This is an optimization exercise on Yosys and OpenROAD, whose aim is small area, a short achievable clock period and few clock cycles, not a production implementation. At most, simulation tests tie the RTL to the original design; equivalence was not proved. For run 2, only the layout was checked, not whether the RTL still works.

<file path="design.v">
module ssdv_huff_rom (
    input  wire        ac,
    input  wire        chroma,
    input  wire [7:0]  sym,
    output reg  [4:0]  len,
    output reg  [15:0] code
);
    always @(*) begin
        case ({ac, chroma, sym})
            10'h000: begin len = 5'd2; code = 16'h0000; end
            10'h001: begin len = 5'd3; code = 16'h0002; end
            10'h002: begin len = 5'd3; code = 16'h0003; end
            10'h003: begin len = 5'd3; code = 16'h0004; end
            10'h004: begin len = 5'd3; code = 16'h0005; end
            10'h005: begin len = 5'd3; code = 16'h0006; end
            10'h006: begin len = 5'd4; code = 16'h000e; end
            10'h007: begin len = 5'd5; code = 16'h001e; end
            10'h008: begin len = 5'd6; code = 16'h003e; end
            10'h009: begin len = 5'd7; code = 16'h007e; end
            10'h00a: begin len = 5'd8; code = 16'h00fe; end
            10'h00b: begin len = 5'd9; code = 16'h01fe; end
            10'h100: begin len = 5'd2; code = 16'h0000; end
            10'h101: begin len = 5'd2; code = 16'h0001; end
            10'h102: begin len = 5'd2; code = 16'h0002; end
            10'h103: begin len = 5'd3; code = 16'h0006; end
            10'h104: begin len = 5'd4; code = 16'h000e; end
            10'h105: begin len = 5'd5; code = 16'h001e; end
            10'h106: begin len = 5'd6; code = 16'h003e; end
            10'h107: begin len = 5'd7; code = 16'h007e; end
            10'h108: begin len = 5'd8; code = 16'h00fe; end
            10'h109: begin len = 5'd9; code = 16'h01fe; end
            10'h10a: begin len = 5'd10; code = 16'h03fe; end
            10'h10b: begin len = 5'd11; code = 16'h07fe; end
            10'h200: begin len = 5'd4; code = 16'h000a; end
            10'h201: begin len = 5'd2; code = 16'h0000; end
            10'h202: begin len = 5'd2; code = 16'h0001; end
            10'h203: begin len = 5'd3; code = 16'h0004; end
            10'h204: begin len = 5'd4; code = 16'h000b; end
            10'h205: begin len = 5'd5; code = 16'h001a; end
            10'h206: begin len = 5'd7; code = 16'h0078; end
            10'h207: begin len = 5'd8; code = 16'h00f8; end
            10'h208: begin len = 5'd10; code = 16'h03f6; end
            10'h209: begin len = 5'd16; code = 16'hff82; end
            10'h20a: begin len = 5'd16; code = 16'hff83; end
            10'h211: begin len = 5'd4; code = 16'h000c; end
            10'h212: begin len = 5'd5; code = 16'h001b; end
            10'h213: begin len = 5'd7; code = 16'h0079; end
            10'h214: begin len = 5'd9; code = 16'h01f6; end
            10'h215: begin len = 5'd11; code = 16'h07f6; end
            10'h216: begin len = 5'd16; code = 16'hff84; end
            10'h217: begin len = 5'd16; code = 16'hff85; end
            10'h218: begin len = 5'd16; code = 16'hff86; end
            10'h219: begin len = 5'd16; code = 16'hff87; end
            10'h21a: begin len = 5'd16; code = 16'hff88; end
            10'h221: begin len = 5'd5; code = 16'h001c; end
            10'h222: begin len = 5'd8; code = 16'h00f9; end
            10'h223: begin len = 5'd10; code = 16'h03f7; end
            10'h224: begin len = 5'd12; code = 16'h0ff4; end
            10'h225: begin len = 5'd16; code = 16'hff89; end
            10'h226: begin len = 5'd16; code = 16'hff8a; end
            10'h227: begin len = 5'd16; code = 16'hff8b; end
            10'h228: begin len = 5'd16; code = 16'hff8c; end
            10'h229: begin len = 5'd16; code = 16'hff8d; end
            10'h22a: begin len = 5'd16; code = 16'hff8e; end
            10'h231: begin len = 5'd6; code = 16'h003a; end
            10'h232: begin len = 5'd9; code = 16'h01f7; end
            10'h233: begin len = 5'd12; code = 16'h0ff5; end
            10'h234: begin len = 5'd16; code = 16'hff8f; end
            10'h235: begin len = 5'd16; code = 16'hff90; end
            10'h236: begin len = 5'd16; code = 16'hff91; end
            10'h237: begin len = 5'd16; code = 16'hff92; end
            10'h238: begin len = 5'd16; code = 16'hff93; end
            10'h239: begin len = 5'd16; code = 16'hff94; end
            10'h23a: begin len = 5'd16; code = 16'hff95; end
            10'h241: begin len = 5'd6; code = 16'h003b; end
            10'h242: begin len = 5'd10; code = 16'h03f8; end
            10'h243: begin len = 5'd16; code = 16'hff96; end
            10'h244: begin len = 5'd16; code = 16'hff97; end
            10'h245: begin len = 5'd16; code = 16'hff98; end
            10'h246: begin len = 5'd16; code = 16'hff99; end
            10'h247: begin len = 5'd16; code = 16'hff9a; end
            10'h248: begin len = 5'd16; code = 16'hff9b; end
            10'h249: begin len = 5'd16; code = 16'hff9c; end
            10'h24a: begin len = 5'd16; code = 16'hff9d; end
            10'h251: begin len = 5'd7; code = 16'h007a; end
            10'h252: begin len = 5'd11; code = 16'h07f7; end
            10'h253: begin len = 5'd16; code = 16'hff9e; end
            10'h254: begin len = 5'd16; code = 16'hff9f; end
            10'h255: begin len = 5'd16; code = 16'hffa0; end
            10'h256: begin len = 5'd16; code = 16'hffa1; end
            10'h257: begin len = 5'd16; code = 16'hffa2; end
            10'h258: begin len = 5'd16; code = 16'hffa3; end
            10'h259: begin len = 5'd16; code = 16'hffa4; end
            10'h25a: begin len = 5'd16; code = 16'hffa5; end
            10'h261: begin len = 5'd7; code = 16'h007b; end
            10'h262: begin len = 5'd12; code = 16'h0ff6; end
            10'h263: begin len = 5'd16; code = 16'hffa6; end
            10'h264: begin len = 5'd16; code = 16'hffa7; end
            10'h265: begin len = 5'd16; code = 16'hffa8; end
            10'h266: begin len = 5'd16; code = 16'hffa9; end
            10'h267: begin len = 5'd16; code = 16'hffaa; end
            10'h268: begin len = 5'd16; code = 16'hffab; end
            10'h269: begin len = 5'd16; code = 16'hffac; end
            10'h26a: begin len = 5'd16; code = 16'hffad; end
            10'h271: begin len = 5'd8; code = 16'h00fa; end
            10'h272: begin len = 5'd12; code = 16'h0ff7; end
            10'h273: begin len = 5'd16; code = 16'hffae; end
            10'h274: begin len = 5'd16; code = 16'hffaf; end
            10'h275: begin len = 5'd16; code = 16'hffb0; end
            10'h276: begin len = 5'd16; code = 16'hffb1; end
            10'h277: begin len = 5'd16; code = 16'hffb2; end
            10'h278: begin len = 5'd16; code = 16'hffb3; end
            10'h279: begin len = 5'd16; code = 16'hffb4; end
            10'h27a: begin len = 5'd16; code = 16'hffb5; end
            10'h281: begin len = 5'd9; code = 16'h01f8; end
            10'h282: begin len = 5'd15; code = 16'h7fc0; end
            10'h283: begin len = 5'd16; code = 16'hffb6; end
            10'h284: begin len = 5'd16; code = 16'hffb7; end
            10'h285: begin len = 5'd16; code = 16'hffb8; end
            10'h286: begin len = 5'd16; code = 16'hffb9; end
            10'h287: begin len = 5'd16; code = 16'hffba; end
            10'h288: begin len = 5'd16; code = 16'hffbb; end
            10'h289: begin len = 5'd16; code = 16'hffbc; end
            10'h28a: begin len = 5'd16; code = 16'hffbd; end
            10'h291: begin len = 5'd9; code = 16'h01f9; end
            10'h292: begin len = 5'd16; code = 16'hffbe; end
            10'h293: begin len = 5'd16; code = 16'hffbf; end
            10'h294: begin len = 5'd16; code = 16'hffc0; end
            10'h295: begin len = 5'd16; code = 16'hffc1; end
            10'h296: begin len = 5'd16; code = 16'hffc2; end
            10'h297: begin len = 5'd16; code = 16'hffc3; end
            10'h298: begin len = 5'd16; code = 16'hffc4; end
            10'h299: begin len = 5'd16; code = 16'hffc5; end
            10'h29a: begin len = 5'd16; code = 16'hffc6; end
            10'h2a1: begin len = 5'd9; code = 16'h01fa; end
            10'h2a2: begin len = 5'd16; code = 16'hffc7; end
            10'h2a3: begin len = 5'd16; code = 16'hffc8; end
            10'h2a4: begin len = 5'd16; code = 16'hffc9; end
            10'h2a5: begin len = 5'd16; code = 16'hffca; end
            10'h2a6: begin len = 5'd16; code = 16'hffcb; end
            10'h2a7: begin len = 5'd16; code = 16'hffcc; end
            10'h2a8: begin len = 5'd16; code = 16'hffcd; end
            10'h2a9: begin len = 5'd16; code = 16'hffce; end
            10'h2aa: begin len = 5'd16; code = 16'hffcf; end
            10'h2b1: begin len = 5'd10; code = 16'h03f9; end
            10'h2b2: begin len = 5'd16; code = 16'hffd0; end
            10'h2b3: begin len = 5'd16; code = 16'hffd1; end
            10'h2b4: begin len = 5'd16; code = 16'hffd2; end
            10'h2b5: begin len = 5'd16; code = 16'hffd3; end
            10'h2b6: begin len = 5'd16; code = 16'hffd4; end
            10'h2b7: begin len = 5'd16; code = 16'hffd5; end
            10'h2b8: begin len = 5'd16; code = 16'hffd6; end
            10'h2b9: begin len = 5'd16; code = 16'hffd7; end
            10'h2ba: begin len = 5'd16; code = 16'hffd8; end
            10'h2c1: begin len = 5'd10; code = 16'h03fa; end
            10'h2c2: begin len = 5'd16; code = 16'hffd9; end
            10'h2c3: begin len = 5'd16; code = 16'hffda; end
            10'h2c4: begin len = 5'd16; code = 16'hffdb; end
            10'h2c5: begin len = 5'd16; code = 16'hffdc; end
            10'h2c6: begin len = 5'd16; code = 16'hffdd; end
            10'h2c7: begin len = 5'd16; code = 16'hffde; end
            10'h2c8: begin len = 5'd16; code = 16'hffdf; end
            10'h2c9: begin len = 5'd16; code = 16'hffe0; end
            10'h2ca: begin len = 5'd16; code = 16'hffe1; end
            10'h2d1: begin len = 5'd11; code = 16'h07f8; end
            10'h2d2: begin len = 5'd16; code = 16'hffe2; end
            10'h2d3: begin len = 5'd16; code = 16'hffe3; end
            10'h2d4: begin len = 5'd16; code = 16'hffe4; end
            10'h2d5: begin len = 5'd16; code = 16'hffe5; end
            10'h2d6: begin len = 5'd16; code = 16'hffe6; end
            10'h2d7: begin len = 5'd16; code = 16'hffe7; end
            10'h2d8: begin len = 5'd16; code = 16'hffe8; end
            10'h2d9: begin len = 5'd16; code = 16'hffe9; end
            10'h2da: begin len = 5'd16; code = 16'hffea; end
            10'h2e1: begin len = 5'd16; code = 16'hffeb; end
            10'h2e2: begin len = 5'd16; code = 16'hffec; end
            10'h2e3: begin len = 5'd16; code = 16'hffed; end
            10'h2e4: begin len = 5'd16; code = 16'hffee; end
            10'h2e5: begin len = 5'd16; code = 16'hffef; end
            10'h2e6: begin len = 5'd16; code = 16'hfff0; end
            10'h2e7: begin len = 5'd16; code = 16'hfff1; end
            10'h2e8: begin len = 5'd16; code = 16'hfff2; end
            10'h2e9: begin len = 5'd16; code = 16'hfff3; end
            10'h2ea: begin len = 5'd16; code = 16'hfff4; end
            10'h2f0: begin len = 5'd11; code = 16'h07f9; end
            10'h2f1: begin len = 5'd16; code = 16'hfff5; end
            10'h2f2: begin len = 5'd16; code = 16'hfff6; end
            10'h2f3: begin len = 5'd16; code = 16'hfff7; end
            10'h2f4: begin len = 5'd16; code = 16'hfff8; end
            10'h2f5: begin len = 5'd16; code = 16'hfff9; end
            10'h2f6: begin len = 5'd16; code = 16'hfffa; end
            10'h2f7: begin len = 5'd16; code = 16'hfffb; end
            10'h2f8: begin len = 5'd16; code = 16'hfffc; end
            10'h2f9: begin len = 5'd16; code = 16'hfffd; end
            10'h2fa: begin len = 5'd16; code = 16'hfffe; end
            10'h300: begin len = 5'd2; code = 16'h0000; end
            10'h301: begin len = 5'd2; code = 16'h0001; end
            10'h302: begin len = 5'd3; code = 16'h0004; end
            10'h303: begin len = 5'd4; code = 16'h000a; end
            10'h304: begin len = 5'd5; code = 16'h0018; end
            10'h305: begin len = 5'd5; code = 16'h0019; end
            10'h306: begin len = 5'd6; code = 16'h0038; end
            10'h307: begin len = 5'd7; code = 16'h0078; end
            10'h308: begin len = 5'd9; code = 16'h01f4; end
            10'h309: begin len = 5'd10; code = 16'h03f6; end
            10'h30a: begin len = 5'd12; code = 16'h0ff4; end
            10'h311: begin len = 5'd4; code = 16'h000b; end
            10'h312: begin len = 5'd6; code = 16'h0039; end
            10'h313: begin len = 5'd8; code = 16'h00f6; end
            10'h314: begin len = 5'd9; code = 16'h01f5; end
            10'h315: begin len = 5'd11; code = 16'h07f6; end
            10'h316: begin len = 5'd12; code = 16'h0ff5; end
            10'h317: begin len = 5'd16; code = 16'hff88; end
            10'h318: begin len = 5'd16; code = 16'hff89; end
            10'h319: begin len = 5'd16; code = 16'hff8a; end
            10'h31a: begin len = 5'd16; code = 16'hff8b; end
            10'h321: begin len = 5'd5; code = 16'h001a; end
            10'h322: begin len = 5'd8; code = 16'h00f7; end
            10'h323: begin len = 5'd10; code = 16'h03f7; end
            10'h324: begin len = 5'd12; code = 16'h0ff6; end
            10'h325: begin len = 5'd15; code = 16'h7fc2; end
            10'h326: begin len = 5'd16; code = 16'hff8c; end
            10'h327: begin len = 5'd16; code = 16'hff8d; end
            10'h328: begin len = 5'd16; code = 16'hff8e; end
            10'h329: begin len = 5'd16; code = 16'hff8f; end
            10'h32a: begin len = 5'd16; code = 16'hff90; end
            10'h331: begin len = 5'd5; code = 16'h001b; end
            10'h332: begin len = 5'd8; code = 16'h00f8; end
            10'h333: begin len = 5'd10; code = 16'h03f8; end
            10'h334: begin len = 5'd12; code = 16'h0ff7; end
            10'h335: begin len = 5'd16; code = 16'hff91; end
            10'h336: begin len = 5'd16; code = 16'hff92; end
            10'h337: begin len = 5'd16; code = 16'hff93; end
            10'h338: begin len = 5'd16; code = 16'hff94; end
            10'h339: begin len = 5'd16; code = 16'hff95; end
            10'h33a: begin len = 5'd16; code = 16'hff96; end
            10'h341: begin len = 5'd6; code = 16'h003a; end
            10'h342: begin len = 5'd9; code = 16'h01f6; end
            10'h343: begin len = 5'd16; code = 16'hff97; end
            10'h344: begin len = 5'd16; code = 16'hff98; end
            10'h345: begin len = 5'd16; code = 16'hff99; end
            10'h346: begin len = 5'd16; code = 16'hff9a; end
            10'h347: begin len = 5'd16; code = 16'hff9b; end
            10'h348: begin len = 5'd16; code = 16'hff9c; end
            10'h349: begin len = 5'd16; code = 16'hff9d; end
            10'h34a: begin len = 5'd16; code = 16'hff9e; end
            10'h351: begin len = 5'd6; code = 16'h003b; end
            10'h352: begin len = 5'd10; code = 16'h03f9; end
            10'h353: begin len = 5'd16; code = 16'hff9f; end
            10'h354: begin len = 5'd16; code = 16'hffa0; end
            10'h355: begin len = 5'd16; code = 16'hffa1; end
            10'h356: begin len = 5'd16; code = 16'hffa2; end
            10'h357: begin len = 5'd16; code = 16'hffa3; end
            10'h358: begin len = 5'd16; code = 16'hffa4; end
            10'h359: begin len = 5'd16; code = 16'hffa5; end
            10'h35a: begin len = 5'd16; code = 16'hffa6; end
            10'h361: begin len = 5'd7; code = 16'h0079; end
            10'h362: begin len = 5'd11; code = 16'h07f7; end
            10'h363: begin len = 5'd16; code = 16'hffa7; end
            10'h364: begin len = 5'd16; code = 16'hffa8; end
            10'h365: begin len = 5'd16; code = 16'hffa9; end
            10'h366: begin len = 5'd16; code = 16'hffaa; end
            10'h367: begin len = 5'd16; code = 16'hffab; end
            10'h368: begin len = 5'd16; code = 16'hffac; end
            10'h369: begin len = 5'd16; code = 16'hffad; end
            10'h36a: begin len = 5'd16; code = 16'hffae; end
            10'h371: begin len = 5'd7; code = 16'h007a; end
            10'h372: begin len = 5'd11; code = 16'h07f8; end
            10'h373: begin len = 5'd16; code = 16'hffaf; end
            10'h374: begin len = 5'd16; code = 16'hffb0; end
            10'h375: begin len = 5'd16; code = 16'hffb1; end
            10'h376: begin len = 5'd16; code = 16'hffb2; end
            10'h377: begin len = 5'd16; code = 16'hffb3; end
            10'h378: begin len = 5'd16; code = 16'hffb4; end
            10'h379: begin len = 5'd16; code = 16'hffb5; end
            10'h37a: begin len = 5'd16; code = 16'hffb6; end
            10'h381: begin len = 5'd8; code = 16'h00f9; end
            10'h382: begin len = 5'd16; code = 16'hffb7; end
            10'h383: begin len = 5'd16; code = 16'hffb8; end
            10'h384: begin len = 5'd16; code = 16'hffb9; end
            10'h385: begin len = 5'd16; code = 16'hffba; end
            10'h386: begin len = 5'd16; code = 16'hffbb; end
            10'h387: begin len = 5'd16; code = 16'hffbc; end
            10'h388: begin len = 5'd16; code = 16'hffbd; end
            10'h389: begin len = 5'd16; code = 16'hffbe; end
            10'h38a: begin len = 5'd16; code = 16'hffbf; end
            10'h391: begin len = 5'd9; code = 16'h01f7; end
            10'h392: begin len = 5'd16; code = 16'hffc0; end
            10'h393: begin len = 5'd16; code = 16'hffc1; end
            10'h394: begin len = 5'd16; code = 16'hffc2; end
            10'h395: begin len = 5'd16; code = 16'hffc3; end
            10'h396: begin len = 5'd16; code = 16'hffc4; end
            10'h397: begin len = 5'd16; code = 16'hffc5; end
            10'h398: begin len = 5'd16; code = 16'hffc6; end
            10'h399: begin len = 5'd16; code = 16'hffc7; end
            10'h39a: begin len = 5'd16; code = 16'hffc8; end
            10'h3a1: begin len = 5'd9; code = 16'h01f8; end
            10'h3a2: begin len = 5'd16; code = 16'hffc9; end
            10'h3a3: begin len = 5'd16; code = 16'hffca; end
            10'h3a4: begin len = 5'd16; code = 16'hffcb; end
            10'h3a5: begin len = 5'd16; code = 16'hffcc; end
            10'h3a6: begin len = 5'd16; code = 16'hffcd; end
            10'h3a7: begin len = 5'd16; code = 16'hffce; end
            10'h3a8: begin len = 5'd16; code = 16'hffcf; end
            10'h3a9: begin len = 5'd16; code = 16'hffd0; end
            10'h3aa: begin len = 5'd16; code = 16'hffd1; end
            10'h3b1: begin len = 5'd9; code = 16'h01f9; end
            10'h3b2: begin len = 5'd16; code = 16'hffd2; end
            10'h3b3: begin len = 5'd16; code = 16'hffd3; end
            10'h3b4: begin len = 5'd16; code = 16'hffd4; end
            10'h3b5: begin len = 5'd16; code = 16'hffd5; end
            10'h3b6: begin len = 5'd16; code = 16'hffd6; end
            10'h3b7: begin len = 5'd16; code = 16'hffd7; end
            10'h3b8: begin len = 5'd16; code = 16'hffd8; end
            10'h3b9: begin len = 5'd16; code = 16'hffd9; end
            10'h3ba: begin len = 5'd16; code = 16'hffda; end
            10'h3c1: begin len = 5'd9; code = 16'h01fa; end
            10'h3c2: begin len = 5'd16; code = 16'hffdb; end
            10'h3c3: begin len = 5'd16; code = 16'hffdc; end
            10'h3c4: begin len = 5'd16; code = 16'hffdd; end
            10'h3c5: begin len = 5'd16; code = 16'hffde; end
            10'h3c6: begin len = 5'd16; code = 16'hffdf; end
            10'h3c7: begin len = 5'd16; code = 16'hffe0; end
            10'h3c8: begin len = 5'd16; code = 16'hffe1; end
            10'h3c9: begin len = 5'd16; code = 16'hffe2; end
            10'h3ca: begin len = 5'd16; code = 16'hffe3; end
            10'h3d1: begin len = 5'd11; code = 16'h07f9; end
            10'h3d2: begin len = 5'd16; code = 16'hffe4; end
            10'h3d3: begin len = 5'd16; code = 16'hffe5; end
            10'h3d4: begin len = 5'd16; code = 16'hffe6; end
            10'h3d5: begin len = 5'd16; code = 16'hffe7; end
            10'h3d6: begin len = 5'd16; code = 16'hffe8; end
            10'h3d7: begin len = 5'd16; code = 16'hffe9; end
            10'h3d8: begin len = 5'd16; code = 16'hffea; end
            10'h3d9: begin len = 5'd16; code = 16'hffeb; end
            10'h3da: begin len = 5'd16; code = 16'hffec; end
            10'h3e1: begin len = 5'd14; code = 16'h3fe0; end
            10'h3e2: begin len = 5'd16; code = 16'hffed; end
            10'h3e3: begin len = 5'd16; code = 16'hffee; end
            10'h3e4: begin len = 5'd16; code = 16'hffef; end
            10'h3e5: begin len = 5'd16; code = 16'hfff0; end
            10'h3e6: begin len = 5'd16; code = 16'hfff1; end
            10'h3e7: begin len = 5'd16; code = 16'hfff2; end
            10'h3e8: begin len = 5'd16; code = 16'hfff3; end
            10'h3e9: begin len = 5'd16; code = 16'hfff4; end
            10'h3ea: begin len = 5'd16; code = 16'hfff5; end
            10'h3f0: begin len = 5'd10; code = 16'h03fa; end
            10'h3f1: begin len = 5'd15; code = 16'h7fc3; end
            10'h3f2: begin len = 5'd16; code = 16'hfff6; end
            10'h3f3: begin len = 5'd16; code = 16'hfff7; end
            10'h3f4: begin len = 5'd16; code = 16'hfff8; end
            10'h3f5: begin len = 5'd16; code = 16'hfff9; end
            10'h3f6: begin len = 5'd16; code = 16'hfffa; end
            10'h3f7: begin len = 5'd16; code = 16'hfffb; end
            10'h3f8: begin len = 5'd16; code = 16'hfffc; end
            10'h3f9: begin len = 5'd16; code = 16'hfffd; end
            10'h3fa: begin len = 5'd16; code = 16'hfffe; end
            default: begin len = 5'd0; code = 16'h0000; end
        endcase
    end
endmodule
module ssdv_recoder (
    input  wire        clk,
    input  wire        rst,
    input  wire        in_valid,
    output wire        in_ready,
    input  wire [1:0]  in_op,
    input  wire [11:0] in_coef,
    input  wire [7:0]  in_qs,
    input  wire [7:0]  in_qd,
    input  wire [1:0]  in_comp,
    input  wire        in_rb,
    input  wire        in_dec,
    output reg         out_valid,
    input  wire        out_ready,
    output reg  [7:0]  out_byte
);
    localparam OP_COEF = 2'd0, OP_EOB = 2'd1, OP_SYNC = 2'd2, OP_INIT = 2'd3;
    localparam ST_IDLE = 4'd0, ST_DIV = 4'd1, ST_POST = 4'd2, ST_ZRL = 4'd3,
               ST_CODE = 4'd4, ST_VAL = 4'd5, ST_EOB = 4'd6, ST_SYNC = 4'd7,
               ST_INIT = 4'd8, ST_MUL = 4'd9;
    localparam ACC_W = 32;
    reg  [3:0]  state;
    reg         init_dec;      
    reg         dec;           
    reg  [15:0] dc_src [0:2];  
    reg  [11:0] dc_dst [0:2];  
    reg  [6:0]  k;             
    reg  [6:0]  run;           
    reg  [1:0]  comp;          
    reg         rb;            
    reg         neg;           
    reg  [15:0] xr;            
    reg  [7:0]  qs;
    reg  [7:0]  qd;
    reg  [23:0] quo;           
    reg  [8:0]  rem;
    reg  [4:0]  it;
    reg  [11:0] val;           
    reg  [3:0]  size;
    reg  [ACC_W-1:0] acc;
    reg  [5:0]  cnt;
    reg         zpend;
    wire        chroma = (comp != 2'd0);
    assign in_ready = (state == ST_IDLE);
    wire        take = in_valid && in_ready;
    wire        is_dc    = (k == 7'd0);
    wire [15:0] v16      = {{4{in_coef[11]}}, in_coef};
    wire [15:0] dc_sum   = dc_src[in_comp] + v16;
    wire [15:0] dc_abs   = (dec && in_rb) ? v16 : dc_sum;
    wire [15:0] x        = is_dc ? dc_abs : v16;
    wire [15:0] x_mag    = xr[15] ? (~xr + 16'd1) : xr;
    wire [23:0] prod     = x_mag * qs;
    wire [23:0] num      = prod + {17'd0, qd[7:1]};
    wire [8:0]  rem_sh   = {rem[7:0], quo[23]};
    wire        ge       = (rem_sh >= {1'b0, qd});
    wire [8:0]  rem_nx   = ge ? (rem_sh - {1'b0, qd}) : rem_sh;
    wire        is_dc_blk = (k == 7'd0);
    wire [23:0] lim      = (is_dc_blk && neg) ? 24'd1024 : 24'd1023;
    wire [10:0] mag_c    = (quo > lim) ? lim[10:0] : quo[10:0];
    wire [11:0] rq       = neg ? (~{1'b0, mag_c} + 12'd1) : {1'b0, mag_c};
    wire [11:0] dc_diff  = (!dec && rb) ? rq : (rq - dc_dst[comp]);
    function [3:0] size_of;
        input [11:0] v;
        reg   [11:0] m;
        integer i;
        begin
            m = v[11] ? (~v + 12'd1) : v;
            size_of = 4'd0;
            for (i = 0; i < 12; i = i + 1)
                if (m[i]) size_of = i + 1;
        end
    endfunction
    wire [11:0] fold = val[11] ? (val - 12'd1) : val;
    wire [15:0] fold_mask = (16'd1 << size) - 16'd1;
    reg         rom_ac;
    reg  [7:0]  rom_sym;
    wire [4:0]  rom_len;
    wire [15:0] rom_code;
    ssdv_huff_rom u_rom (.ac(rom_ac), .chroma(chroma), .sym(rom_sym),
                         .len(rom_len), .code(rom_code));
    always @(*) begin
        rom_ac  = 1'b1;
        rom_sym = 8'h00;
        case (state)
            ST_ZRL:  rom_sym = 8'hF0;
            ST_CODE: begin
                rom_ac  = (k != 7'd0);
                rom_sym = (k == 7'd0) ? {4'd0, size} : {run[3:0], size};
            end
            default: rom_sym = 8'h00;
        endcase
    end
    reg  [4:0]  push_len;
    reg  [15:0] push_bits;
    always @(*) begin
        push_len  = 5'd0;
        push_bits = 16'd0;
        case (state)
            ST_ZRL:  if (run >= 7'd16) begin push_len = rom_len; push_bits = rom_code; end
            ST_CODE: begin push_len = rom_len; push_bits = rom_code; end
            ST_VAL:  begin push_len = {1'b0, size}; push_bits = {4'd0, fold} & fold_mask; end
            ST_EOB:  begin push_len = rom_len; push_bits = rom_code; end
            ST_SYNC: begin
                push_len  = {2'd0, (3'd0 - cnt[2:0])};
                push_bits = (16'd1 << push_len) - 16'd1;
            end
            default: ;
        endcase
    end
    wire        room = ({1'b0, cnt} + {2'd0, push_len}) <= ACC_W;
    wire        out_free = !out_valid || out_ready;
    wire        pop      = out_free && !zpend && (cnt >= 6'd8);
    wire [7:0]  top_byte = acc >> (cnt - 6'd8);
    wire        do_push  = room && (state == ST_ZRL || state == ST_CODE || state == ST_VAL ||
                                    state == ST_EOB || state == ST_SYNC);
    always @(posedge clk) begin
        if (rst) begin
            state     <= ST_IDLE;
            dec       <= 1'b0;
            init_dec  <= 1'b0;
            dc_src[0] <= 16'd0; dc_src[1] <= 16'd0; dc_src[2] <= 16'd0;
            dc_dst[0] <= 12'd0; dc_dst[1] <= 12'd0; dc_dst[2] <= 12'd0;
            k         <= 7'd0;
            run       <= 7'd0;
            comp      <= 2'd0;
            rb        <= 1'b0;
            neg       <= 1'b0;
            xr        <= 16'd0;
            qs        <= 8'd1;
            qd        <= 8'd1;
            quo       <= 24'd0;
            rem       <= 9'd0;
            it        <= 5'd0;
            val       <= 12'd0;
            size      <= 4'd0;
            acc       <= {ACC_W{1'b0}};
            cnt       <= 6'd0;
            zpend     <= 1'b0;
            out_valid <= 1'b0;
            out_byte  <= 8'd0;
        end else begin
            if (out_free) begin
                if (zpend) begin
                    out_valid <= 1'b1;
                    out_byte  <= 8'h00;
                    zpend     <= 1'b0;
                end else if (cnt >= 6'd8) begin
                    out_valid <= 1'b1;
                    out_byte  <= top_byte;
                    if (dec && top_byte == 8'hFF) zpend <= 1'b1;
                end else begin
                    out_valid <= 1'b0;
                end
            end
            if (do_push)
                acc <= (acc << push_len) | {16'd0, push_bits};
            cnt <= cnt - (pop ? 6'd8 : 6'd0) + (do_push ? {1'b0, push_len} : 6'd0);
            case (state)
                ST_IDLE: if (take) begin
                    case (in_op)
                        OP_COEF: begin
                            if (is_dc) begin
                                comp <= in_comp;
                                rb   <= in_rb;
                                dc_src[in_comp] <= dc_abs;
                            end
                            neg   <= x[15];
                            xr    <= x;
                            qs    <= in_qs;
                            qd    <= in_qd;
                            state <= ST_MUL;
                        end
                        OP_EOB:  state <= ST_EOB;
                        OP_SYNC: state <= ST_SYNC;
                        default: begin  
                            init_dec <= in_dec;
                            state    <= ST_INIT;
                        end
                    endcase
                end
                ST_MUL: begin
                    quo   <= num;
                    rem   <= 9'd0;
                    it    <= 5'd0;
                    state <= ST_DIV;
                end
                ST_DIV: begin
                    rem <= rem_nx;
                    quo <= {quo[22:0], ge};
                    it  <= it + 5'd1;
                    if (it == 5'd23) state <= ST_POST;
                end
                ST_POST: begin
                    if (k == 7'd0) begin
                        dc_dst[comp] <= rq;
                        val   <= dc_diff;
                        size  <= size_of(dc_diff);
                        state <= ST_CODE;
                    end else if (rq == 12'd0) begin
                        run <= run + 7'd1;
                        k   <= k + 7'd1;
                        if (k == 7'd63) state <= ST_EOB;
                        else            state <= ST_IDLE;
                    end else begin
                        val   <= rq;
                        size  <= size_of(rq);
                        state <= ST_ZRL;
                    end
                end
                ST_ZRL: begin
                    if (run < 7'd16)
                        state <= ST_CODE;
                    else if (room)
                        run <= run - 7'd16;
                end
                ST_CODE: if (room) begin
                    if (size == 4'd0) begin
                        k     <= 7'd1;
                        run   <= 7'd0;
                        state <= ST_IDLE;
                    end else begin
                        state <= ST_VAL;
                    end
                end
                ST_VAL: if (room) begin
                    run <= 7'd0;
                    k   <= k + 7'd1;
                    if (k == 7'd63) begin
                        k     <= 7'd0;
                    end
                    state <= ST_IDLE;
                end
                ST_EOB: if (room) begin
                    k     <= 7'd0;
                    run   <= 7'd0;
                    state <= ST_IDLE;
                end
                ST_SYNC: if (room) state <= ST_IDLE;
                ST_INIT: if (cnt < 6'd8 && !zpend) begin
                    dec       <= init_dec;
                    dc_src[0] <= 16'd0; dc_src[1] <= 16'd0; dc_src[2] <= 16'd0;
                    dc_dst[0] <= 12'd0; dc_dst[1] <= 12'd0; dc_dst[2] <= 12'd0;
                    state     <= ST_IDLE;
                end
                default: state <= ST_IDLE;
            endcase
        end
    end
endmodule
</file>
<file path="run.sh">
#!/bin/bash
# synth_recipe.tcl (not shown) runs the flow's synth.tcl, then flattens the netlist and writes it again
# the make line also repeats each setting of config.mk as NAME=value (left out here)
make -C /OpenROAD-flow-scripts/flow DESIGN_CONFIG=/design/flow/config.mk WORK_HOME=/design/flow/orfs CLKGATE_MAP_FILE= SYNTH_SCRIPT=/design/flow/synth_recipe.tcl finish
</file>
<file path="config.mk">
export PLATFORM = sky130hd
export DESIGN_NAME = ssdv_recoder
export DESIGN_NICKNAME = ssdv_recoder
export VERILOG_FILES = /design/flow/design.v
export SDC_FILE = /design/flow/constraint.sdc
export NUM_CORES = 4
export LEC_CHECK = 0
export CAP_MARGIN = 20
export CORE_MARGIN = 2
export CORE_UTILIZATION = 40
export PLACE_DENSITY = 0.6
export SLEW_MARGIN = 20
export SYNTH_MEMORY_MAX_BITS = 65536
</file>
<file path="constraint.sdc">
create_clock -name core_clock -period 8.0 [get_ports {clk}]
set_input_delay 1.6000 -clock core_clock [delete_from_list [all_inputs] [get_ports {clk}]]
set_output_delay 1.6000 -clock core_clock [all_outputs]
set_load 0.01 [all_outputs]
</file>
==> run notes, run 1 <==
Kind of launch point of the worst setup path -> flip-flop
Layout overhead on the synthesized area -> 10.3%
Synthesized area per cell -> 7.87 sq um
Total die area -> 71,500 sq um
Number of violations of the max-capacitance limit -> 0
Routed wire length per instance -> 21.8 um
Warnings from Yosys -> 2
Maximum clock frequency -> 133 MHz
Maximum fanout along the worst path -> 8
Width of the die -> 267 um
Final Cycle Share -> 0.939
Minimum clock period -> 7.51 ns
Hold WC Path Type -> flip-flop to flip-flop
Register cell area after layout -> 6530 sq um
Fraction of layout instances using a drive strength above 1 -> 0.0903
Most common cell after layout, fill and taps aside -> nor2_1
Count of hold-fix buffers inserted at cts -> 0
Worst Max-Slew Pin Slew -> 1.09 ns
TritonCTS clock tree -> yes
Effective utilization at floorplan -> 0.404
Share of synthesized flip-flops with an asynchronous set or reset -> 0
Total of endpoints with negative setup slack in the final report -> 0
Overflow after GRT -> 0
Worst rel slew slack -> 0.271
Overall die height -> 267 um
Final layout net count -> 3,780
Final number of hold-violating endpoints -> 0
Floorplan row count -> 96
Vias in the first global route -> 25,991
Most prevalent standard cell on the critical path -> ha_1
Wire length of the first global-routing pass -> 152,000 um
Total cell area at the placement stage -> 29,500 sq um
Worst Hold Slack -> 0.457 ns
Number of antenna violations at the first check in global routing -> 3
Netlist cell types -> 104
Clk Latency, worst-skew pair -> 0.56 ns
Most frequent cells in the layout -> nor2_1, nand2_1, a21oi_1
Number of clock sinks -> 270
Classification of the worst setup path -> flip-flop to flip-flop
Detailed-route via count -> 27,430
Primary FF master, synth -> dfxtp_1
Final RePlAce weighted congestion -> 0.973
Category of the worst setup path capture point -> flip-flop
Post-DRT Antenna Nets -> 0
Net count of the mapped netlist -> 3,807
Sequential element share of the synthesized area -> 0.235
Detailed-route wire length -> 97,300 um
Average via count per standard cell -> 6.16
Worst Path Arrival -> 7.93 ns
GR Util All Layers -> 0.269
Final design area excluding fillers -> 30,600 sq um
Crit-path slowest cell -> or4_4
RSZ-0062 raised after global routing -> false
DRC errors left -> 0
Maximum number of pins on one net before global-route repair -> 87
Total area of multi-input combinational cells -> 19,400 sq um
Post-Syn Instances -> 3,524
Number of flops mapped to enable cells by yosys -> 112
Maximum root-to-sink buffer count -> 3
DRT Pass-1 Iters -> 9
CTS clock-pin slew for the worst setup and hold paths -> 0.06 ns
Root cell of the clock tree -> clkbuf_16
Number of flip-flops and latches in the synthesized netlist -> 270
Half-perimeter wire length after detailed placement -> 70,800 um
Count of filler cells inserted in the layout -> 6,952
I/O pin cnt -> 48
Largest stage delay on the critical path -> 0.53 ns
TritonCTS Buffers -> 35
Final setup skew -> 0.0184 ns
Setup total negative slack -> 0 ns
Worst path required time -> 8.41 ns
Final Core Density -> 0.446
Detailed Route Iter0 Violations -> 3,036
Status -> timing/DRC/antenna clean
Number of H-tree branching levels -> 2
Slew Limit Fails -> 0
Core area -> 68,600 sq um
Number of buffer cells added on primary ports -> 47
Post-Synthesis Cell Area -> 27,700 sq um
cell usage after synthesis, types with 17 or more instances:
| cell type | n | area, sq um |
|---|---|---|
| nor2_1 | 411 | 1540 |
| nand2_1 | 396 | 1490 |
| a21oi_1 | 274 | 1370 |
| o21ai_0 | 233 | 1170 |
| inv_1 | 232 | 871 |
| clkbuf_1 | 205 | 769 |
| dfxtp_1 | 158 | 3160 |
| ha_1 | 149 | 1860 |
| mux2i_1 | 113 | 1130 |
| edfxtp_1 | 112 | 3360 |
| fa_1 | 96 | 1920 |
| nor3_1 | 82 | 410 |
| and2_1 | 77 | 482 |
| xnor2_1 | 70 | 613 |
| a211oi_1 | 69 | 518 |
| nand3_1 | 68 | 340 |
| o211ai_1 | 49 | 368 |
| a31oi_1 | 48 | 300 |
| mux4_2 | 48 | 1080 |
| a22oi_1 | 36 | 270 |
| or3_1 | 32 | 200 |
| xor2_1 | 31 | 272 |
| nor2b_1 | 30 | 188 |
| o221ai_1 | 25 | 219 |
| nand2b_1 | 24 | 150 |
| mux2_2 | 23 | 259 |
| nand4_1 | 23 | 144 |
| nor4_1 | 22 | 138 |
| buf_1 | 21 | 78.8 |
| o22ai_1 | 21 | 131 |
| a21o_1 | 19 | 143 |
| and3_1 | 19 | 119 |
| a222oi_1 | 17 | 170 |
| nand3b_1 | 17 | 128 |
layer usage:
metal | share of wire | vias to the layer above | wire length, um | GRT usage
met2 | 0.43 | 1322 | 41500 | 0.406
met1 | 0.44 | 13172 | 43200 | 0.380
met5 | 0.00016 | - | 16 | 0
met3 | 0.096 | 244 | 9360 | 0.0563
li1 | - | 12690 | - | -
met4 | 0.033 | 2 | 3220 | 0.0902
sequential cells by signal (all words and copies together) (netlist names), 2 cells and up, named ones only:
| name | cells |
|---|---|
| acc | 32 |
| state | 4 |
| qs | 8 |
| quo | 24 |
| dc_src | 64 |
| comp | 2 |
| rem | 8 |
| size | 4 |
| out_byte | 8 |
| it | 5 |
| val | 12 |
| dc_dst | 48 |
| qd | 8 |
| cnt | 6 |
| xr | 15 |
| run | 7 |
| k | 7 |
layout make-up:
| cell class | count | share of cell area |
|---|---|---|
| sequential | 270 | 0.213 |
| timing repair buffer | 181 | 0.0482 |
| inverter | 237 | 0.0292 |
| antenna | 2 | 0.000164 |
| multi-input combinational | 2772 | 0.636 |
| clock inverter | 18 | 0.00532 |
| clock buffer | 43 | 0.0303 |
| tap | 931 | 0.0381 |
worst max-delay path: cells and delay by family (launching register included):
family	cells	cell delay, ns
AO/OA/AOI/OAI	9	1.88
adder cells (fa/ha/maj)	4	1.03
buffers and inverters	4	0.39
flip-flops	1	0.39
multiplexers	1	0.30
AND/OR/NAND/NOR	14	3.39
metrics by stage:
step / std cells / setup WS, ns
finish: 4454 / 0.485
global placement: 4390 / 0.502
floorplan: 3524 / 0.334
global route: 4452 / 0.0607
CTS: 4451 / 0.382
detailed placement: 4390 / 0.424
worst paths after layout:
path                  end  cells after the start  startpoint  slack [ns]
hold / removal      qd[7]                      2       qd[7]        0.46
hold reg to reg     qd[7]                      2       qd[7]        0.46
setup / recovery  size[3]                     32        k[0]        0.49
setup reg to reg  size[3]                     32        k[0]        0.49
repair_timing:
| action | 4_1_cts | 5_1_grt |
|---|---|---|
| resized for setup | 0 | 2 |
| setup endpoints to repair | 0 | 4 |
| setup buffers | 0 | 1 |
cell families after synthesis:
family / share of synthesized area
AND/OR/NAND/NOR: 0.210
AO/OA/AOI/OAI: 0.230
buffers and inverters: 0.0667
flip-flops: 0.235
adder cells (fa/ha/maj): 0.137
multiplexers: 0.0896
XOR/XNOR: 0.0319
Testbench counts, summed over its fixed seeds: cycles 591,543.
==> run 2, diff against run 1 <==
--- a/design.v
+++ b/design.v
@@ -378,54 +378,160 @@
     localparam OP_COEF = 2'd0, OP_EOB = 2'd1, OP_SYNC = 2'd2, OP_INIT = 2'd3;
-    localparam ST_IDLE = 4'd0, ST_DIV = 4'd1, ST_POST = 4'd2, ST_ZRL = 4'd3,
-               ST_CODE = 4'd4, ST_VAL = 4'd5, ST_EOB = 4'd6, ST_SYNC = 4'd7,
-               ST_INIT = 4'd8, ST_MUL = 4'd9;
-    localparam ACC_W = 32;
-    reg  [3:0]  state;
-    reg         init_dec;      
-    reg         dec;           
-    reg  [15:0] dc_src [0:2];  
-    reg  [11:0] dc_dst [0:2];  
-    reg  [6:0]  k;             
-    reg  [6:0]  run;           
-    reg  [1:0]  comp;          
-    reg         rb;            
-    reg         neg;           
-    reg  [15:0] xr;            
-    reg  [7:0]  qs;
-    reg  [7:0]  qd;
-    reg  [23:0] quo;           
-    reg  [8:0]  rem;
-    reg  [4:0]  it;
-    reg  [11:0] val;           
-    reg  [3:0]  size;
-    reg  [ACC_W-1:0] acc;
-    reg  [5:0]  cnt;
-    reg         zpend;
-    wire        chroma = (comp != 2'd0);
-    assign in_ready = (state == ST_IDLE);
-    wire        take = in_valid && in_ready;
-    wire        is_dc    = (k == 7'd0);
-    wire [15:0] v16      = {{4{in_coef[11]}}, in_coef};
-    wire [15:0] dc_sum   = dc_src[in_comp] + v16;
-    wire [15:0] dc_abs   = (dec && in_rb) ? v16 : dc_sum;
-    wire [15:0] x        = is_dc ? dc_abs : v16;
-    wire [15:0] x_mag    = xr[15] ? (~xr + 16'd1) : xr;
-    wire [23:0] prod     = x_mag * qs;
-    wire [23:0] num      = prod + {17'd0, qd[7:1]};
-    wire [8:0]  rem_sh   = {rem[7:0], quo[23]};
-    wire        ge       = (rem_sh >= {1'b0, qd});
-    wire [8:0]  rem_nx   = ge ? (rem_sh - {1'b0, qd}) : rem_sh;
-    wire        is_dc_blk = (k == 7'd0);
-    wire [23:0] lim      = (is_dc_blk && neg) ? 24'd1024 : 24'd1023;
-    wire [10:0] mag_c    = (quo > lim) ? lim[10:0] : quo[10:0];
-    wire [11:0] rq       = neg ? (~{1'b0, mag_c} + 12'd1) : {1'b0, mag_c};
-    wire [11:0] dc_diff  = (!dec && rb) ? rq : (rq - dc_dst[comp]);
+    localparam W = 40;             
+    localparam CSTEPS = 6;         
+    localparam T_AC = 3'd0, T_DC = 3'd1, T_EOB = 3'd2, T_SYNC = 3'd3,
+               T_INIT = 3'd4, T_ACL = 3'd5;  
+    wire stall;
+    assign in_ready = !stall;
+    wire take = in_valid && !stall;
+    reg  [5:0]  k;
+    reg         deca;
+    reg  [15:0] dcs0, dcs1, dcs2;
+    wire        is_dc  = (k == 6'd0);
+    wire [15:0] v16    = {{4{in_coef[11]}}, in_coef};
+    wire [15:0] dcs_c  = (in_comp == 2'd0) ? dcs0 : (in_comp == 2'd1) ? dcs1 : dcs2;
+    wire [15:0] dc_abs = (deca && in_rb) ? v16 : (dcs_c + v16);
+    wire [15:0] xa     = is_dc ? dc_abs : v16;
+    reg  [2:0]  a_kind;
+    always @(*) begin
+        case (in_op)
+            OP_COEF: a_kind = is_dc ? T_DC : (k == 6'd63) ? T_ACL : T_AC;
+            OP_EOB:  a_kind = T_EOB;
+            OP_SYNC: a_kind = T_SYNC;
+            default: a_kind = T_INIT;
+        endcase
+    end
+    reg         av;
+    reg  [2:0]  akind;
+    reg  [15:0] ax;
+    reg  [7:0]  aqs, aqd;
+    reg  [1:0]  acomp;
+    reg         arb;
+    always @(posedge clk) begin
+        if (rst) begin
+            k <= 6'd0; deca <= 1'b0;
+            dcs0 <= 16'd0; dcs1 <= 16'd0; dcs2 <= 16'd0;
+            av <= 1'b0;
+        end else if (!stall) begin
+            av <= in_valid;
+            if (in_valid) begin
+                case (in_op)
+                    OP_COEF: begin
+                        k <= k + 6'd1;
+                        if (is_dc) begin
+                            if (in_comp == 2'd0) dcs0 <= dc_abs;
+                            if (in_comp == 2'd1) dcs1 <= dc_abs;
+                            if (in_comp == 2'd2) dcs2 <= dc_abs;
+                        end
+                    end
+                    OP_EOB: k <= 6'd0;
+                    OP_INIT: begin
+                        deca <= in_dec;
+                        dcs0 <= 16'd0; dcs1 <= 16'd0; dcs2 <= 16'd0;
+                    end
+                    default: ;
+                endcase
+            end
+        end
+    end
+    always @(posedge clk) begin
+        if (!stall) begin
+            akind <= a_kind;
+            ax    <= xa;
+            aqs   <= in_qs;
+            aqd   <= in_qd;
+            acomp <= in_comp;
+            arb   <= (in_op == OP_INIT) ? in_dec : in_rb;
+        end
+    end
+    wire        bs   = ax[15];
+    wire [15:0] bx   = ax ^ {16{bs}};
+    wire [22:0] bn   = bx * aqs + (bs ? {15'd0, aqs} : 23'd0) + {16'd0, aqd[7:1]};
+    reg         bv;
+    reg  [2:0]  bkind;
+    reg  [22:0] bnr;
+    reg  [7:0]  bqd;
+    reg  [1:0]  bcomp;
+    reg         brb, bneg;
+    always @(posedge clk) begin
+        if (rst) bv <= 1'b0;
+        else if (!stall) bv <= av;
+        if (!stall) begin
+            bkind <= akind; bnr <= bn; bqd <= aqd; bcomp <= acomp; brb <= arb; bneg <= bs;
+        end
+    end
+    wire        covf = (bnr[22:11] >= {4'd0, bqd});
+    reg  [8:0]  cr [0:CSTEPS];
+    reg  [CSTEPS-1:0] cq;
+    integer ci;
+    always @(*) begin
+        cr[0] = {1'b0, bnr[18:11]};
+        for (ci = 0; ci < CSTEPS; ci = ci + 1) begin : cdiv
+            reg [8:0] sh;
+            reg [9:0] df;
+            sh = {cr[ci][7:0], bnr[10-ci]};
+            df = {1'b0, sh} - {2'b0, bqd};
+            cq[CSTEPS-1-ci] = !df[9];
+            cr[ci+1] = df[9] ? sh : df[8:0];
+        end
+    end
+    reg         cv;
+    reg  [2:0]  ckind;
+    reg  [7:0]  crem;
+    reg  [10-CSTEPS:0] clo;
+    reg  [CSTEPS-1:0]  cqr;
+    reg         covr;
+    reg  [7:0]  cqd;
+    reg  [1:0]  ccomp;
+    reg         crb, cneg;
+    always @(posedge clk) begin
+        if (rst) cv <= 1'b0;
+        else if (!stall) cv <= bv;
+        if (!stall) begin
+            ckind <= bkind; crem <= cr[CSTEPS][7:0]; clo <= bnr[10-CSTEPS:0];
+            cqr <= cq; covr <= covf; cqd <= bqd; ccomp <= bcomp; crb <= brb; cneg <= bneg;
+        end
+    end
+    localparam DSTEPS = 11 - CSTEPS;
+    reg  [8:0]  dr [0:DSTEPS];
+    reg  [DSTEPS-1:0] dq;
+    integer di;
+    always @(*) begin
+        dr[0] = {1'b0, crem};
+        for (di = 0; di < DSTEPS; di = di + 1) begin : ddiv
+            reg [8:0] sh;
+            reg [9:0] df;
+            sh = {dr[di][7:0], clo[DSTEPS-1-di]};
+            df = {1'b0, sh} - {2'b0, cqd};
+            dq[DSTEPS-1-di] = !df[9];
+            dr[di+1] = df[9] ? sh : df[8:0];
+        end
+    end
+    wire [10:0] dquo  = {cqr, dq};
+    wire        d_dc  = (ckind == T_DC);
+    wire        dsat  = covr || (dquo[10] && !(d_dc && cneg && dquo[9:0] == 10'd0));
+    wire [10:0] dmag  = dsat ? ((d_dc && cneg) ? 11'd1024 : 11'd1023) : dquo;
+    reg         ev;
+    reg  [2:0]  ekind;
+    reg  [10:0] emag;
+    reg         eneg;
+    reg  [1:0]  ecomp;
+    reg         erb;
+    wire        e_done;
+    always @(posedge clk) begin
+        if (rst) ev <= 1'b0;
+        else if (!stall) ev <= cv;
+        if (!stall) begin
+            ekind <= ckind; emag <= dmag; eneg <= cneg; ecomp <= ccomp; erb <= crb;
+        end
+    end
+    reg         dece;
+    reg         g;             
+    reg  [5:0]  run;
+    reg  [11:0] dcd0, dcd1, dcd2;
     function [3:0] size_of;
-        input [11:0] v;
-        reg   [11:0] m;
+        input [10:0] m;
         integer i;
         begin
-            m = v[11] ? (~v + 12'd1) : v;
             size_of = 4'd0;
-            for (i = 0; i < 12; i = i + 1)
+            for (i = 0; i < 11; i = i + 1)
                 if (m[i]) size_of = i + 1;
@@ -433,35 +539,57 @@
     endfunction
-    wire [11:0] fold = val[11] ? (val - 12'd1) : val;
-    wire [15:0] fold_mask = (16'd1 << size) - 16'd1;
-    reg         rom_ac;
-    reg  [7:0]  rom_sym;
+    wire [11:0] ed     = eneg ? (12'd0 - {1'b0, emag}) : {1'b0, emag};
+    wire [11:0] edst   = (ecomp == 2'd0) ? dcd0 : (ecomp == 2'd1) ? dcd1 : dcd2;
+    wire [11:0] ediff  = (!dece && erb) ? ed : (ed - edst);
+    wire [10:0] edabs  = ediff[11] ? (11'd0 - ediff[10:0]) : ediff[10:0];
+    wire        e_isdc = (ekind == T_DC);
+    wire [10:0] e_m    = e_isdc ? edabs : emag;
+    wire        e_n    = e_isdc ? ediff[11] : eneg;
+    wire [3:0]  e_size = size_of(e_m);
+    wire [10:0] e_vb   = (e_n ? ~e_m : e_m) & ~(11'h7FF << e_size);
+    wire        e_zero = (emag == 11'd0);
+    wire        e_ac   = (ekind == T_AC) || (ekind == T_ACL);
+    wire        e_zrl  = e_ac && !e_zero && (run >= 6'd16);
+    wire        e_g    = e_isdc ? (ecomp != 2'd0) : g;
     wire [4:0]  rom_len;
     wire [15:0] rom_code;
-    ssdv_huff_rom u_rom (.ac(rom_ac), .chroma(chroma), .sym(rom_sym),
+    ssdv_huff_rom u_rom (.ac(!e_isdc), .chroma(e_g),
+                         .sym(e_isdc ? {4'd0, e_size} : {run[3:0], e_size}),
                          .len(rom_len), .code(rom_code));
+    reg         e_push;
+    reg  [4:0]  e_len;
+    reg  [25:0] e_bits;
+    reg         e_sync;
     always @(*) begin
-        rom_ac  = 1'b1;
-        rom_sym = 8'h00;
-        case (state)
-            ST_ZRL:  rom_sym = 8'hF0;
-            ST_CODE: begin
-                rom_ac  = (k != 7'd0);
-                rom_sym = (k == 7'd0) ? {4'd0, size} : {run[3:0], size};
+        e_push = 1'b0; e_len = 5'd0; e_bits = 26'd0; e_sync = 1'b0;
+        case (ekind)
+            T_DC: begin
+                e_push = 1'b1;
+                e_len  = rom_len + {1'b0, e_size};
+                e_bits = ({10'd0, rom_code} << e_size) | {15'd0, e_vb};
             end
-            default: rom_sym = 8'h00;
-        endcase
-    end
-    reg  [4:0]  push_len;
-    reg  [15:0] push_bits;
-    always @(*) begin
-        push_len  = 5'd0;
-        push_bits = 16'd0;
-        case (state)
-            ST_ZRL:  if (run >= 7'd16) begin push_len = rom_len; push_bits = rom_code; end
-            ST_CODE: begin push_len = rom_len; push_bits = rom_code; end
-            ST_VAL:  begin push_len = {1'b0, size}; push_bits = {4'd0, fold} & fold_mask; end
-            ST_EOB:  begin push_len = rom_len; push_bits = rom_code; end
-            ST_SYNC: begin
-                push_len  = {2'd0, (3'd0 - cnt[2:0])};
-                push_bits = (16'd1 << push_len) - 16'd1;
+            T_AC, T_ACL: begin
+                if (e_zero) begin
+                    if (ekind == T_ACL) begin
+                        e_push = 1'b1;
+                        e_len  = g ? 5'd2 : 5'd4;
+                        e_bits = g ? 26'd0 : 26'd10;
+                    end
+                end else if (e_zrl) begin
+                    e_push = 1'b1;
+                    e_len  = g ? 5'd10 : 5'd11;
+                    e_bits = g ? 26'h3FA : 26'h7F9;
+                end else begin
+                    e_push = 1'b1;
+                    e_len  = rom_len + {1'b0, e_size};
+                    e_bits = ({10'd0, rom_code} << e_size) | {15'd0, e_vb};
+                end
+            end
+            T_EOB: begin
+                e_push = 1'b1;
+                e_len  = g ? 5'd2 : 5'd4;
+                e_bits = g ? 26'd0 : 26'd10;
+            end
+            T_SYNC: begin
+                e_push = 1'b1;
+                e_sync = 1'b1;
             end
@@ -470,34 +598,71 @@
     end
-    wire        room = ({1'b0, cnt} + {2'd0, push_len}) <= ACC_W;
+    reg         pv;
+    reg         psync;
+    reg  [4:0]  plen;
+    reg  [25:0] pbits;
+    reg  [W-1:0] acc;
+    reg  [5:0]  cnt;
+    reg         zpend;
+    wire [4:0]  pad     = {2'd0, 3'd0 - cnt[2:0]};
+    wire [4:0]  p_len   = psync ? pad : plen;
+    wire        room    = ({1'b0, cnt} + {2'd0, p_len}) <= W;
+    wire        p_hold  = pv && !room;
+    wire        init_ok = !pv && (cnt < 6'd8);
+    assign e_done = !ev || (ekind == T_INIT ? init_ok :
+                            (e_zrl ? 1'b0 : (!e_push || !p_hold)));
+    assign stall  = !e_done;
+    always @(posedge clk) begin
+        if (rst) begin
+            dece <= 1'b0; g <= 1'b0; run <= 6'd0;
+            dcd0 <= 12'd0; dcd1 <= 12'd0; dcd2 <= 12'd0;
+        end else if (ev) begin
+            case (ekind)
+                T_DC: if (!p_hold) begin
+                    g   <= (ecomp != 2'd0);
+                    run <= 6'd0;
+                    if (ecomp == 2'd0) dcd0 <= ed;
+                    if (ecomp == 2'd1) dcd1 <= ed;
+                    if (ecomp == 2'd2) dcd2 <= ed;
+                end
+                T_AC, T_ACL: begin
+                    if (e_zero) begin
+                        if (ekind == T_ACL) begin
+                            if (!p_hold) run <= 6'd0;
+                        end else begin
+                            run <= run + 6'd1;
+                        end
+                    end else if (!p_hold) begin
+                        if (e_zrl) run <= run - 6'd16;
+                        else       run <= 6'd0;
+                    end
+                end
+                T_EOB: if (!p_hold) run <= 6'd0;
+                T_INIT: if (init_ok) begin
+                    dece <= erb;
+                    dcd0 <= 12'd0; dcd1 <= 12'd0; dcd2 <= 12'd0;
+                end
+                default: ;
+            endcase
+        end
+    end
     wire        out_free = !out_valid || out_ready;
     wire        pop      = out_free && !zpend && (cnt >= 6'd8);
-    wire [7:0]  top_byte = acc >> (cnt - 6'd8);
-    wire        do_push  = room && (state == ST_ZRL || state == ST_CODE || state == ST_VAL ||
-                                    state == ST_EOB || state == ST_SYNC);
+    wire        p_take   = pv && room;
+    wire [5:0]  amt      = W[5:0] - cnt - {1'b0, p_len};
+    wire [25:0] p_bits   = psync ? {19'd0, ~(7'h7F << pad[2:0])} : pbits;
+    wire [W+25:0] placed = {{W{1'b0}}, p_bits} << amt;
+    wire [W-1:0] acc_or  = p_take ? (acc | placed[W-1:0]) : acc;
     always @(posedge clk) begin
         if (rst) begin
-            state     <= ST_IDLE;
-            dec       <= 1'b0;
-            init_dec  <= 1'b0;
-            dc_src[0] <= 16'd0; dc_src[1] <= 16'd0; dc_src[2] <= 16'd0;
-            dc_dst[0] <= 12'd0; dc_dst[1] <= 12'd0; dc_dst[2] <= 12'd0;
-            k         <= 7'd0;
-            run       <= 7'd0;
-            comp      <= 2'd0;
-            rb        <= 1'b0;
-            neg       <= 1'b0;
-            xr        <= 16'd0;
-            qs        <= 8'd1;
-            qd        <= 8'd1;
-            quo       <= 24'd0;
-            rem       <= 9'd0;
-            it        <= 5'd0;
-            val       <= 12'd0;
-            size      <= 4'd0;
-            acc       <= {ACC_W{1'b0}};
-            cnt       <= 6'd0;
-            zpend     <= 1'b0;
-            out_valid <= 1'b0;
-            out_byte  <= 8'd0;
+            pv <= 1'b0; acc <= {W{1'b0}}; cnt <= 6'd0; zpend <= 1'b0;
+            out_valid <= 1'b0; out_byte <= 8'd0;
         end else begin
+            if (!p_hold) begin
+                pv    <= ev && e_push && !(ekind == T_INIT);
+                psync <= e_sync;
+                plen  <= e_len;
+                pbits <= e_bits;
+            end
+            acc <= pop ? {acc_or[W-9:0], 8'd0} : acc_or;
+            cnt <= cnt - (pop ? 6'd8 : 6'd0) + (p_take ? {1'b0, p_len} : 6'd0);
             if (out_free) begin
@@ -509,4 +674,4 @@
                     out_valid <= 1'b1;
-                    out_byte  <= top_byte;
-                    if (dec && top_byte == 8'hFF) zpend <= 1'b1;
+                    out_byte  <= acc[W-1:W-8];
+                    if (dece && acc[W-1:W-8] == 8'hFF) zpend <= 1'b1;
                 end else begin
@@ -515,94 +680,2 @@
             end
-            if (do_push)
-                acc <= (acc << push_len) | {16'd0, push_bits};
-            cnt <= cnt - (pop ? 6'd8 : 6'd0) + (do_push ? {1'b0, push_len} : 6'd0);
-            case (state)
-                ST_IDLE: if (take) begin
-                    case (in_op)
-                        OP_COEF: begin
-                            if (is_dc) begin
-                                comp <= in_comp;
-                                rb   <= in_rb;
-                                dc_src[in_comp] <= dc_abs;
-                            end
-                            neg   <= x[15];
-                            xr    <= x;
-                            qs    <= in_qs;
-                            qd    <= in_qd;
-                            state <= ST_MUL;
-                        end
-                        OP_EOB:  state <= ST_EOB;
-                        OP_SYNC: state <= ST_SYNC;
-                        default: begin  
-                            init_dec <= in_dec;
-                            state    <= ST_INIT;
-                        end
-                    endcase
-                end
-                ST_MUL: begin
-                    quo   <= num;
-                    rem   <= 9'd0;
-                    it    <= 5'd0;
-                    state <= ST_DIV;
-                end
-                ST_DIV: begin
-                    rem <= rem_nx;
-                    quo <= {quo[22:0], ge};
-                    it  <= it + 5'd1;
-                    if (it == 5'd23) state <= ST_POST;
-                end
-                ST_POST: begin
-                    if (k == 7'd0) begin
-                        dc_dst[comp] <= rq;
-                        val   <= dc_diff;
-                        size  <= size_of(dc_diff);
-                        state <= ST_CODE;
-                    end else if (rq == 12'd0) begin
-                        run <= run + 7'd1;
-                        k   <= k + 7'd1;
-                        if (k == 7'd63) state <= ST_EOB;
-                        else            state <= ST_IDLE;
-                    end else begin
-                        val   <= rq;
-                        size  <= size_of(rq);
-                        state <= ST_ZRL;
-                    end
-                end
-                ST_ZRL: begin
-                    if (run < 7'd16)
-                        state <= ST_CODE;
-                    else if (room)
-                        run <= run - 7'd16;
-                end
-                ST_CODE: if (room) begin
-                    if (size == 4'd0) begin
-                        k     <= 7'd1;
-                        run   <= 7'd0;
-                        state <= ST_IDLE;
-                    end else begin
-                        state <= ST_VAL;
-                    end
-                end
-                ST_VAL: if (room) begin
-                    run <= 7'd0;
-                    k   <= k + 7'd1;
-                    if (k == 7'd63) begin
-                        k     <= 7'd0;
-                    end
-                    state <= ST_IDLE;
-                end
-                ST_EOB: if (room) begin
-                    k     <= 7'd0;
-                    run   <= 7'd0;
-                    state <= ST_IDLE;
-                end
-                ST_SYNC: if (room) state <= ST_IDLE;
-                ST_INIT: if (cnt < 6'd8 && !zpend) begin
-                    dec       <= init_dec;
-                    dc_src[0] <= 16'd0; dc_src[1] <= 16'd0; dc_src[2] <= 16'd0;
-                    dc_dst[0] <= 12'd0; dc_dst[1] <= 12'd0; dc_dst[2] <= 12'd0;
-                    state     <= ST_IDLE;
-                end
-                default: state <= ST_IDLE;
-            endcase
         end
==> run 2 against run 1 <==
Now fails the layout checks on setup timing. Highest routed layer is now met4. Maximum frequency decreased by 32%. Hold slack got worse by 0.053 ns. Non-clock buffer count increased by 487. Synthesized cell count increased by 10%. Die area increased by 16%. First-iteration DRC count decreased by 11%. Final area increased by 31%. Critical path type unchanged. Cell count increased by 22%. Clock skew increased by 0.015 ns. Sequential cell count increased by 51. Largest cell class unchanged. Critical endpoint is now crem[4].
==> run notes, run 2 <==
Place WS -> -3.51 ns
Post-Synthesis Cell Area -> 32,100 sq um
Post-Syn Instances -> 3,892
Synth Area in Compound Gates -> 0.225
Number of flip-flops and latches in the synthesized netlist -> 321
I/O pin cnt -> 48
Register ranked first by flip-flop count -> acc
CTS clock-pin slew for the worst setup and hold paths -> 0.06 ns
Total die area -> 82,500 sq um
Slew Limit Fails -> 0
Core area -> 79,300 sq um
Synthesized area per cell -> 8.25 sq um
Detailed-route wire length -> 118,000 um
Dominant combinational cell family by area after synthesis -> compound AO/OA/AOI/OAI gates
Netlist cell types -> 114
Most common cell after layout, fill and taps aside -> buf_4
Number of buffer cells added on primary ports -> 47
Worst Path Arrival -> 11.39 ns
Maximum root-to-sink buffer count -> 3
Final std cells w/o fill -> 5,425
Detailed-route via count -> 31,819
Layout overhead on the synthesized area -> 24.8%
Final design area excluding fillers -> 40,100 sq um
Largest stage delay on the critical path -> 0.46 ns
Final setup skew -> 0.0332 ns
Overflow after GRT -> 0
Most frequent cells in the layout -> buf_4, nand2_1, nor2_1
Worst-case reg-to-reg path depth -> 65
Cell type with the largest total area after synthesis -> edfxtp_1
Final Core Density -> 0.506
Xor-xnor portion of the synthesized cell area -> 0.0379
Instance count on the critical path -> 65
Maximum clock frequency -> 90.2 MHz
Maximum number of pins on one net before global-route repair -> 93
Number of clock sinks -> 321
Crit-path slowest cell -> a311o_2
Net count of the mapped netlist -> 4,283
RSZ-0062 raised after global routing -> true
Layout check failures -> setup timing
Total of endpoints with negative setup slack in the final report -> 18
Category of the worst setup path capture point -> flip-flop
Worst path required time -> 8.30 ns
Overall die height -> 287 um
Share of synthesized flip-flops with an asynchronous set or reset -> 0
Wire length of the first global-routing pass -> 180,000 um
Worst rel slew slack -> 0.229
Half-perimeter wire length after detailed placement -> 86,600 um
Status -> finished with violations
Most common library cells after synthesis -> nand2_1, nor2_1, a21oi_1
Vias in the first global route -> 30,567
Floorplan row count -> 103
Share of synthesized cell area in full adder, half adder and majority cells -> 0.163
Final layout net count -> 4,734
Routed wire length per instance -> 21.8 um
Hold WC Path Type -> flip-flop to flip-flop
Number of flops mapped to enable cells by yosys -> 161
Warnings from Yosys -> 4
Post-DRT Antenna Nets -> 0
Number of cells on the worst hold path -> 0
Fraction of layout instances using a drive strength above 1 -> 0.226
Portion of synthesized cell area occupied by the leading cell type -> 0.151
Number of H-tree branching levels -> 2
Most area-consuming cells after synthesis -> edfxtp_1, dfxtp_1, ha_1
Multiplexer share of the synthesized area -> 0.0775
Minimum clock period -> 11.08 ns
Worst Max-Slew Pin Slew -> 1.15 ns
Setup total negative slack -> -39.82 ns
Detailed Route Iter0 Violations -> 2,704
Final RePlAce weighted congestion -> 1.06
DRT Pass-1 Iters -> 6
Width of the die -> 287 um
GR Util All Layers -> 0.278
Sum of buffers and inverters on the critical path -> 6
Root cell of the clock tree -> clkbuf_16
Top cell family by delay on the critical path -> compound AO/OA/AOI/OAI gates
TritonCTS clock tree -> yes
Kind of launch point of the worst setup path -> flip-flop
Maximum fanout along the worst path -> 6
Final worst-path setup slack -> -3.08 ns
Registers with the most flip-flops -> acc x40, pbits x26, bnr x23
Total cell area at the placement stage -> 37,100 sq um
Final Cycle Share -> 1.39
Cell count after placement -> 5,250
Final number of hold-violating endpoints -> 0
Worst Hold Slack -> 0.404 ns
Effective utilization at floorplan -> 0.405
Post-synthesis share of cell area spent on and, or, nand and nor gates -> 0.180
Number of violations of the max-capacitance limit -> 0
Most used standard cell by instance count after synthesis -> nand2_1
TritonCTS Buffers -> 39
Clk Latency, worst-skew pair -> 0.58 ns
Average via count per standard cell -> 5.87
Classification of the worst setup path -> flip-flop to flip-flop
Max reg flops -> 40
Sequential element share of the synthesized area -> 0.250
Primary FF master, synth -> edfxtp_1
Count of hold-fix buffers inserted at cts -> 0
DRC errors left -> 0
Number of antenna violations at the first check in global routing -> 1
==> run 2: cell count changes after synthesis, moves of 21 or more <==
cell,previous run,this run
a21o_1,19,54
a21oi_1,274,314
buf_2,16,37
edfxtp_1,112,161
ha_1,149,247
inv_1,232,265
mux2_2,23,61
mux2i_1,113,153
mux4_2,48,12
nor2_1,411,364
nor3_1,82,113
o21ai_0,233,209
xor2_1,31,55
==> run 2: logic make-up after synthesis <==
group	Yosys count
mux	226
buf+inv	529
fa+ha+maj	354
flops	321
compound gates	1090
xor+xnor	138
simple gates	1234
==> run 2: what timing repair did <==
action	4_1_cts	5_1_grt
pin swaps	65	103
cloned	0	0
resized for setup	58	122
setup buffers	73	30
endpoints found under the setup margin	34	49
==> run 2: final timing paths <==
path | startpoint | end | slack, ns
worst min-delay path | arb | brb | 0.40
worst max register to register | bqd[1] | crem[4] | -3.08
worst max-delay path | bqd[1] | crem[4] | -3.08
worst min register to register | arb | brb | 0.40
==> run 2: layer usage <==
metal / wire (um) / GRT usage / part of all wire
met1: 49500 / 0.361 / 0.42
met2: 53200 / 0.447 / 0.45
met3: 9910 / 0.0551 / 0.084
met4: 5890 / 0.124 / 0.050
met5: 0 / 0 / 0
==> run 2: final cells by class <==
type,count,area (sq um)
sequential,321,8040
timing repair buffer,668,5270
inverter,271,1030
tap,1050,1310
clock buffer,47,1040
antenna,1,2.50
multi-input combinational,3042,23100
fill,7548,39200
clock inverter,25,308
==> run 2: worst register-to-register path, delay by kind of cell, from the launching register on <==
family | cells | cell delay (ns)
AOI/OAI and AO/OA | 40 | 6.08
adders and majority gates | 6 | 1.34
muxes | 4 | 1.30
and+or+nand+nor | 9 | 1.08
buffers and inverters | 6 | 0.63
DFF | 1 | 0.40

-- afterwards: timing with drivers on the ports --
How much do the figures lean on ideal ports? The routed layouts below were timed once more, with nothing changed but the port constraints.
Step 1 sets driving cells, clkbuf_16 on the clock port and buf_2 on the other inputs (assumed; they add their load-dependent delay and slew).
Step 2, shift: input delay + t, output delay - t, t = (earliest + latest rising clock arrival at the registers) / 2. This alone moves slack from input paths to output paths.
Slacks: no drivers / after step 1 / after step 2; pairs: no drivers / after step 1.
run	t (ns)	setup slack, ns	worst setup path at the end	cell pins on the clock port's net
run 1	0.612	0.485 / 0.485 / 0.485	register to register	1
run 2	0.626	-3.085 / -3.085 / -3.085	register to register	1
